Context: an optimization exercise on an open-source flow, tuned for small area, a short achievable clock period and few clock cycles per item. The choices shown serve that exercise and are no tape-out recipe. At most, simulation tests tie the RTL to the original design; equivalence was not proved. Power is estimated from default activity; no workload was simulated.

==> 04-10: inputs <==
// bcta
module bcta (
    input  wire        clk,
    input  wire        rst,
    input  wire        cmd_valid,
    output wire        cmd_ready,
    input  wire [63:0] cmd,
    output wire        rsp_valid,
    input  wire        rsp_ready,
    output wire [39:0] rsp
);
    wire [9:0] cls; wire t_i, bad_i; wire [2:0] badst_i; wire [5:0] n_i; wire [31:0] pay_i;
    bcta_dec u_dec(.cmd(cmd), .cls(cls), .t(t_i), .bad(bad_i), .badst(badst_i), .n(n_i), .pay(pay_i));
    reg        v0;
    reg        r_rd, r_wr, r_sk, r_pos, r_len, r_clr, r_dat, r_lcl, r_lad, r_lgt;
    reg        r_t, r_bad;
    reg [2:0]  r_badst;
    reg [5:0]  r_n;
    reg [31:0] r_pay;
    reg [255:0] bank_e, bank_o;
    reg [6:0]   len;
    reg [9:0]   cursor;
    reg [9:0]   room;        
    reg [6:0]   acc;
    reg [7:0]   oh_e, oh_o;
    reg         nonempty, full, rp, wp;
    reg [34:0]  slot_a, slot_b;
    wire exec = v0 & ~full;
    wire pop  = nonempty & rsp_ready;
    assign cmd_ready = ~v0 | ~full;
    assign rsp_valid = nonempty;
    assign rsp       = {5'd0, rp ? slot_b : slot_a};
    wire [5:0]  n   = r_n;
    wire [4:0]  kl  = cursor[4:0];
    wire [3:0]  q0  = cursor[8:5];
    wire [10:0] e   = {1'b0, cursor} + {5'd0, n};
    wire [5:0]  a   = {1'b0, kl} + n;
    wire [4:0]  s   = a[4:0];
  ...
==> flow/config.mk <==
export PLATFORM = sky130hd
export DESIGN_NAME = bcta
export DESIGN_NICKNAME = bcta
export VERILOG_FILES = /design/flow/design.v
export SDC_FILE = /design/flow/constraint.sdc
export NUM_CORES = 4
export LEC_CHECK = 0
export ABC_CLOCK_PERIOD_IN_PS = 4000
export CAP_MARGIN = 20
export CORE_MARGIN = 2
export CORE_UTILIZATION = 50
export SLEW_MARGIN = 20
export SYNTH_HIERARCHICAL = 1
==> flow/constraint.sdc <==
create_clock -name core_clock -period 10.0 [get_ports {clk}]
set_input_delay 2.0000 -clock core_clock [delete_from_list [all_inputs] [get_ports {clk}]]
set_output_delay 2.0000 -clock core_clock [all_outputs]
set_load 0.01 [all_outputs]
standard.sh (not shown) runs the stock make flow with config.mk's settings and CLKGATE_MAP_FILE= SYNTH_SCRIPT=/design/flow/synth_recipe.tcl, a recipe that flattens the netlist after the stock synthesis.
==> flow/flow/run.sh <==
#!/bin/bash
set -euo pipefail
bash standard.sh SETUP_SLACK_MARGIN=6 finish > standard.log 2>&1
==> inputs of 09-19, as changes to 04-10 <==
--- a/flow/design.v
+++ b/flow/design.v
@@ -48,17 +48,17 @@
     end
     wire [31:0] inwin = a[5] ? (tkl | ta) : (tkl & ta);
     wire [31:0] w_e = fbe & inwin;
     wire [31:0] w_o = ~fbe & inwin;
     assign xin = rd ? (w_e & we | w_o & wo) : pay;
     assign new_e = (w_e & xo | ~w_e & we) & ~{32{clr}};
     assign new_o = (w_o & xo | ~w_o & wo) & ~{32{clr}};
 endmodule
-module bcta_dec(input [63:0] cmd, output [9:0] cls, output t, output bad, output [2:0] badst,
+module bcta_dec(input [63:0] cmd, output [10:0] cls, output t, output bad, output ill, output fit,
                 output [5:0] n, output [31:0] pay);
     wire [7:0]  op  = cmd[63:56];
     wire [7:0]  mdf = cmd[55:48];
     wire [15:0] rsv = cmd[47:32];
     wire [31:0] arg = cmd[31:0];
     wire        tsel = mdf[0];
     wire rsv_zero = (rsv == 16'd0);
     wire arg_zero = (arg == 32'd0);
@@ -77,53 +77,42 @@
     wire is_lad = (op == 8'h13) && fmt_t_ok;
     wire is_lgt = (op == 8'h14) && fmt_t_ok && arg_zero;
     wire legal  = is_rd | is_wr | is_sk | is_pos | is_len | is_clr |
                   is_enc | is_dec | is_lcl | is_lad | is_lgt;
     wire hi7_zero = (arg[31:7] == 25'd0);
     wire enc_ok0  = hi7_zero && (arg[6] ^ arg[5]);
     wire enc_ok1  = (arg[31:4] == 28'd3);
     wire enc_ok   = tsel ? enc_ok1 : enc_ok0;
-    wire [5:0] i7 = {arg[6], arg[4:0]};
-    wire [3:0] i5 = arg[3:0];
-    wire [6:0] enc_code = tsel ? {2'b00, i5[0], i5[1], i5[2], i5[3], ~^i5}
-                               : {i7[0], i7[1], i7[2], i7[3], i7[4], i7[5], ~^i7};
-    wire dec_ok0 = hi7_zero && (^arg[6:0]);
-    wire dec_ok1 = (arg[31:5] == 27'd0) && (^arg[4:0]);
-    wire [7:0] dec_char = tsel ? (dec_ok1 ? {4'h3, arg[1], arg[2], arg[3], arg[4]} : 8'h7E)
-                               : (dec_ok0 ? (8'h20 + {2'b00, arg[1], arg[2], arg[3], arg[4], arg[5], arg[6]}) : 8'h7E);
     wire sk_fits = (arg[31:11] == 21'd0) || (arg[31:11] == 21'h1FFFFF);
-    wire [11:0] sk_delta = sk_fits ? arg[11:0] : {arg[31], {11{~arg[31]}}};
-    assign cls = {is_rd, is_wr, is_sk, is_pos, is_len, is_clr, is_enc|is_dec, is_lcl, is_lad, is_lgt};
+    assign cls = {is_rd, is_wr, is_sk, is_pos, is_len, is_clr, is_enc, is_dec, is_lcl, is_lad, is_lgt};
     assign t = tsel;
     assign bad = !legal || ((is_enc || is_lad) && !enc_ok);
-    assign badst = legal ? 3'd2 : 3'd4;
+    assign ill = !legal;
+    assign fit = sk_fits;
     assign n = {1'b0, mdf[4:0]} + 6'd1;
-    assign pay = is_sk  ? {20'd0, sk_delta} :
-                 is_enc ? {25'd0, enc_code} :
-                 is_lad ? {25'd0, enc_code} :
-                 is_dec ? {24'd0, dec_char} : arg;
+    assign pay = arg;
 endmodule
 module bcta (
     input  wire        clk,
     input  wire        rst,
     input  wire        cmd_valid,
     output wire        cmd_ready,
     input  wire [63:0] cmd,
     output wire        rsp_valid,
     input  wire        rsp_ready,
     output wire [39:0] rsp
 );
-    wire [9:0] cls; wire t_i, bad_i; wire [2:0] badst_i; wire [5:0] n_i; wire [31:0] pay_i;
-    bcta_dec u_dec(.cmd(cmd), .cls(cls), .t(t_i), .bad(bad_i), .badst(badst_i), .n(n_i), .pay(pay_i));
+    wire [10:0] cls; wire t_i, bad_i, ill_i, fit_i; wire [5:0] n_i; wire [31:0] pay_i;
+    bcta_dec u_dec(.cmd(cmd), .cls(cls), .t(t_i), .bad(bad_i), .ill(ill_i), .fit(fit_i), .n(n_i), .pay(pay_i));
     reg        v0;
-    reg        r_rd, r_wr, r_sk, r_pos, r_len, r_clr, r_dat, r_lcl, r_lad, r_lgt;
-    reg        r_t, r_bad;
-    reg [2:0]  r_badst;
+    reg        r_rd, r_wr, r_sk, r_pos, r_len, r_clr, r_enc, r_dec, r_lcl, r_lad, r_lgt;
+    reg        r_t, r_bad, r_ill, r_fit;
     reg [5:0]  r_n;
+    reg [5:0]  r_a;
     reg [31:0] r_pay;
     reg [255:0] bank_e, bank_o;
     reg [6:0]   len;
     reg [9:0]   cursor;
     reg [9:0]   room;        
     reg [6:0]   acc;
     reg [7:0]   oh_e, oh_o;
     reg         nonempty, full, rp, wp;
@@ -131,50 +120,58 @@
     wire exec = v0 & ~full;
     wire pop  = nonempty & rsp_ready;
     assign cmd_ready = ~v0 | ~full;
     assign rsp_valid = nonempty;
     assign rsp       = {5'd0, rp ? slot_b : slot_a};
     wire [5:0]  n   = r_n;
     wire [4:0]  kl  = cursor[4:0];
     wire [3:0]  q0  = cursor[8:5];
-    wire [10:0] e   = {1'b0, cursor} + {5'd0, n};
-    wire [5:0]  a   = {1'b0, kl} + n;
+    wire [5:0]  a   = r_a;
+    wire [9:0]  e   = {cursor[9:5] + {4'd0, a[5]}, a[4:0]};   
     wire [4:0]  s   = a[4:0];
     wire [9:0]  l8  = {len, 3'b000};
     wire        beyond = {4'd0, n} > room;             
     wire        ovf    = cursor[9] | (&cursor[8:5] & a[5] & (a[4:0] != 5'd0));   
-    wire [6:0]  wr_len = beyond ? e[9:3] + (e[2:0] != 3'd0) : len;
+    wire [6:0]  wr_len = beyond ? e[9:3] + {6'd0, e[2:0] != 3'd0} : len;
     wire [31:0] we, wo, xo, xin, new_e, new_o;
     wire clr_all;
     bcta_rdmux u_re(.b(bank_e), .sel(oh_e), .w(we));
     bcta_rdmux u_ro(.b(bank_o), .sel(oh_o), .w(wo));
     bcta_rot u_rot(.xin(xin), .s(s), .xo(xo));
     bcta_merge u_m(.kl(kl), .a(a), .q0odd(q0[0]), .clr(clr_all), .rd(r_rd), .we(we), .wo(wo),
                    .xo(xo), .pay(r_pay), .new_e(new_e), .new_o(new_o), .xin(xin));
     integer j, k;
     assign clr_all = rst | (exec & r_clr & ~r_bad);
     wire wr_do = exec & r_wr & ~ovf;
-    wire signed [12:0] sk_sum = $signed({3'd0, cursor}) + $signed({r_pay[11], r_pay[11:0]});
-    wire [9:0] sk_cur = sk_sum[12] ? 10'd0 :
-                        (sk_sum[11:0] > {2'd0, l8}) ? l8 : sk_sum[9:0];
-    wire signed [12:0] rm_sum = $signed({3'd0, room}) - $signed({r_pay[11], r_pay[11:0]});
-    wire [9:0] sk_room = rm_sum[12] ? 10'd0 :
-                         (rm_sum[11:0] > {2'd0, l8}) ? l8 : rm_sum[9:0];
+    wire [5:0] i7 = {r_pay[6], r_pay[4:0]};
+    wire [3:0] i5 = r_pay[3:0];
+    wire [6:0] enc_code = r_t ? {2'b00, i5[0], i5[1], i5[2], i5[3], ~^i5}
+                              : {i7[0], i7[1], i7[2], i7[3], i7[4], i7[5], ~^i7};
+    wire hi7_zero = (r_pay[31:7] == 25'd0);
+    wire dec_ok0  = hi7_zero && (^r_pay[6:0]);
+    wire dec_ok1  = hi7_zero && (r_pay[6:5] == 2'd0) && (^r_pay[4:0]);
+    wire [7:0] dec_char = r_t ? (dec_ok1 ? {4'h3, r_pay[1], r_pay[2], r_pay[3], r_pay[4]} : 8'h7E)
+                              : (dec_ok0 ? (8'h20 + {2'b00, r_pay[1], r_pay[2], r_pay[3], r_pay[4], r_pay[5], r_pay[6]}) : 8'h7E);
+    wire [11:0] sk_d = r_fit ? r_pay[11:0] : {r_pay[31], {11{~r_pay[31]}}};
+    wire signed [12:0] sk_sum = $signed({3'd0, cursor}) + $signed({sk_d[11], sk_d});
+    wire signed [12:0] rm_sum = $signed({3'd0, room}) - $signed({sk_d[11], sk_d});
+    wire [9:0] sk_cur  = sk_sum[12] ? 10'd0 : rm_sum[12] ? l8    : sk_sum[9:0];
+    wire [9:0] sk_room = sk_sum[12] ? l8    : rm_sum[12] ? 10'd0 : rm_sum[9:0];
     reg [9:0] cur_n, room_n;
     always @(*) begin
         cur_n  = cursor;
         room_n = room;
         if (exec && !r_bad) begin
             if (r_rd && !beyond) begin
-                cur_n  = e[9:0];
+                cur_n  = e;
                 room_n = room - {4'd0, n};
             end
             if (r_wr && !ovf) begin
-                cur_n  = e[9:0];
+                cur_n  = e;
                 room_n = beyond ? {7'd0, -e[2:0]} : room - {4'd0, n};
             end
             if (r_sk) begin
                 cur_n  = sk_cur;
                 room_n = sk_room;
             end
             if (r_clr) begin
                 cur_n  = 10'd0;
@@ -191,32 +188,34 @@
     end
     wire [6:0] lrc_word = r_t ? {2'b00, acc[4:1], ^acc[4:1]} : {acc[6:1], ^acc[6:1]};
     wire rd_ok = r_rd & ~r_bad & ~beyond;
     reg [2:0]  st;
     reg [31:0] oth;
     always @(*) begin
         st  = 3'd0;
         oth = 32'd0;
-        if (r_bad)              st = r_badst;
+        if (r_bad)              st = r_ill ? 3'd4 : 3'd2;
         else if (r_rd & beyond) st = 3'd1;
         else if (r_wr & ovf)    st = 3'd3;
         if (!r_bad) begin
             if (r_pos) oth = {22'd0, cursor};
             if (r_len) oth = {25'd0, len};
-            if (r_dat) oth = {24'd0, r_pay[7:0]};
+            if (r_enc) oth = {25'd0, enc_code};
+            if (r_dec) oth = {24'd0, dec_char};
             if (r_lgt) oth = {25'd0, lrc_word};
         end
     end
     wire [31:0] dat = (xo & {32{rd_ok}}) | oth;
     always @(posedge clk) begin
         if (cmd_ready) begin
-            {r_rd, r_wr, r_sk, r_pos, r_len, r_clr, r_dat, r_lcl, r_lad, r_lgt} <= cls;
-            r_t <= t_i; r_bad <= bad_i; r_badst <= badst_i; r_n <= n_i; r_pay <= pay_i;
-        end
+            {r_rd, r_wr, r_sk, r_pos, r_len, r_clr, r_enc, r_dec, r_lcl, r_lad, r_lgt} <= cls;
+            r_t <= t_i; r_bad <= bad_i; r_ill <= ill_i; r_fit <= fit_i; r_n <= n_i; r_pay <= pay_i;
+        end
+        r_a <= {1'b0, rst ? 5'd0 : cur_n[4:0]} + (cmd_ready ? n_i : r_n);
     end
     always @(posedge clk) begin
         for (k = 0; k < 8; k = k + 1) begin
             if (clr_all || (wr_do && oh_e[k])) bank_e[32*k +: 32] <= new_e;
             if (clr_all || (wr_do && oh_o[k])) bank_o[32*k +: 32] <= new_o;
         end
     end
     always @(posedge clk) begin
@@ -225,17 +224,17 @@
             len <= 7'd0; cursor <= 10'd0; room <= 10'd0; oh_e <= 8'd1; oh_o <= 8'd1; acc <= 7'd0;
         end else begin
             if (cmd_ready) v0 <= cmd_valid;
             cursor <= cur_n; room <= room_n; oh_e <= oh_e_n; oh_o <= oh_o_n;
             if (exec && !r_bad) begin
                 if (r_wr && !ovf) len <= wr_len;
                 if (r_clr)        len <= 7'd0;
                 if (r_lcl) acc <= 7'd0;
-                if (r_lad) acc <= acc ^ r_pay[6:0];
+                if (r_lad) acc <= acc ^ enc_code;
             end
             if (exec) wp <= ~wp;
             if (pop)  rp <= ~rp;
             if (exec && !pop) begin
                 nonempty <= 1'b1;
                 full     <= nonempty;
             end else if (pop && !exec) begin
                 nonempty <= full;
==> flow/run.sh (new file) <==
#!/bin/bash
# synth_recipe.tcl (not shown) runs the flow's synth.tcl, then flattens the netlist and writes it again
# the make line also repeats each setting of config.mk as NAME=value (left out here)
make -C /OpenROAD-flow-scripts/flow DESIGN_CONFIG=/design/flow/config.mk WORK_HOME=/design/flow/orfs CLKGATE_MAP_FILE= SYNTH_SCRIPT=/design/flow/synth_recipe.tcl finish
Settings changed: CTS_BUF_LIST from default to sky130_fd_sc_hd__clkbuf_8, SETUP_SLACK_MARGIN from default to 5.
removed: flow/flow/run.sh
removed: flow/standard.sh
==> inputs of 02-20, as changes to 04-10 <==
==> flow/run.sh (new file) <==
#!/bin/bash
# synth_recipe.tcl (not shown) runs the flow's synth.tcl, then flattens the netlist and writes it again
# the make line also repeats each setting of config.mk as NAME=value (left out here)
make -C /OpenROAD-flow-scripts/flow DESIGN_CONFIG=/design/flow/config.mk WORK_HOME=/design/flow/orfs CLKGATE_MAP_FILE= SYNTH_SCRIPT=/design/flow/synth_recipe.tcl finish
Settings changed: SETUP_SLACK_MARGIN from default to 5.
removed: flow/flow/run.sh
removed: flow/standard.sh
==> comparison table <==
| metric | 02-20 | 09-19 | 04-10 |
|---|---|---|---|
| Sum of routed wire length over all layers | 111000 um | 103000 um | 116000 um |
| Fraction of area in clock buffers and inverters | 0.0590 | 0.0557 | 0.0551 |
| Standard cell with the maximum stage delay on the critical path | sky130_fd_sc_hd__mux4_2 | sky130_fd_sc_hd__xnor2_1 | sky130_fd_sc_hd__or4_4 |
| Mean cell area of the mapped netlist | 12.9 um2 | 13.1 um2 | 12.9 um2 |
| Worst hold slack | 0.511 ns | 0.513 ns | 0.522 ns |
| Slowest Stage Delay on Critical Path | 0.62 ns | 0.60 ns | 0.54 ns |
| Chip Height | 267 um | 264 um | 267 um |
| End point of the worst hold path | room[0]$_SDFFE_PP0P_ | room[4]$_SDFFE_PP0P_ | room[2]$_SDFFE_PP0P_ |
| Number of inserted diodes | 0 | 2 | 0 |
| Power Dens Cells | 174 nW/um2 | 174 nW/um2 | 168 nW/um2 |
| Switching Fraction | 0.248 | 0.252 | 0.254 |
| Met2 layer usage reported by global route | 0.506 | 0.484 | 0.528 |
| Fraction of area in registers | 0.504 | 0.540 | 0.469 |
| Final clock skew | 0.0317 ns | 0.0327 ns | 0.0483 ns |
| Data arrival time of the worst path | 5.37 ns | 5.30 ns | 5.23 ns |
| Internal power | 5.24 mW | 4.86 mW | 5.37 mW |
| Number of clock sinks | 689 | 695 | 689 |
| Dpl hpwl | 72800 um | 67100 um | 75900 um |
| Run status | complete, no violations | complete, no violations | complete, no violations |
Testbench counts of 09-19, summed over its fixed seeds: cycles 15,421, items 15,405.
No functional check of the RTL was part of 04-10 and 02-20.

==> separate check: timing with driven ports <==
Ports are ideal in the flow. The routed layouts listed here were re-timed in OpenROAD.
Step 1 sets driving cells, clkbuf_16 on the clock port and buf_2 on the other inputs (assumed; they add their load-dependent delay and slew).
Step 2 also shifts input and output timing later by t, the mid clock arrival at the registers, as if the neighbouring blocks saw the same clock.
Three values: ideal ports, drivers, drivers and shift; two values: the first two.
| run | shift t [ns] | setup WS [ns] | pins driven straight from the clock port |
|---|---|---|---|
| 04-10 | 0.684 | 5.084 / 5.084 / 4.667 | 1 |
| 09-19 | 0.784 | 5.071 / 5.071 / 5.071 | 1 |
| 02-20 | 0.684 | 4.936 / 4.936 / 4.935 | 1 |
After both steps setup and hold are still met in every run listed. For 04-10, which loses most, drivers alone change the setup slack by 0.000 ns; drivers and shift together by -0.417 ns.
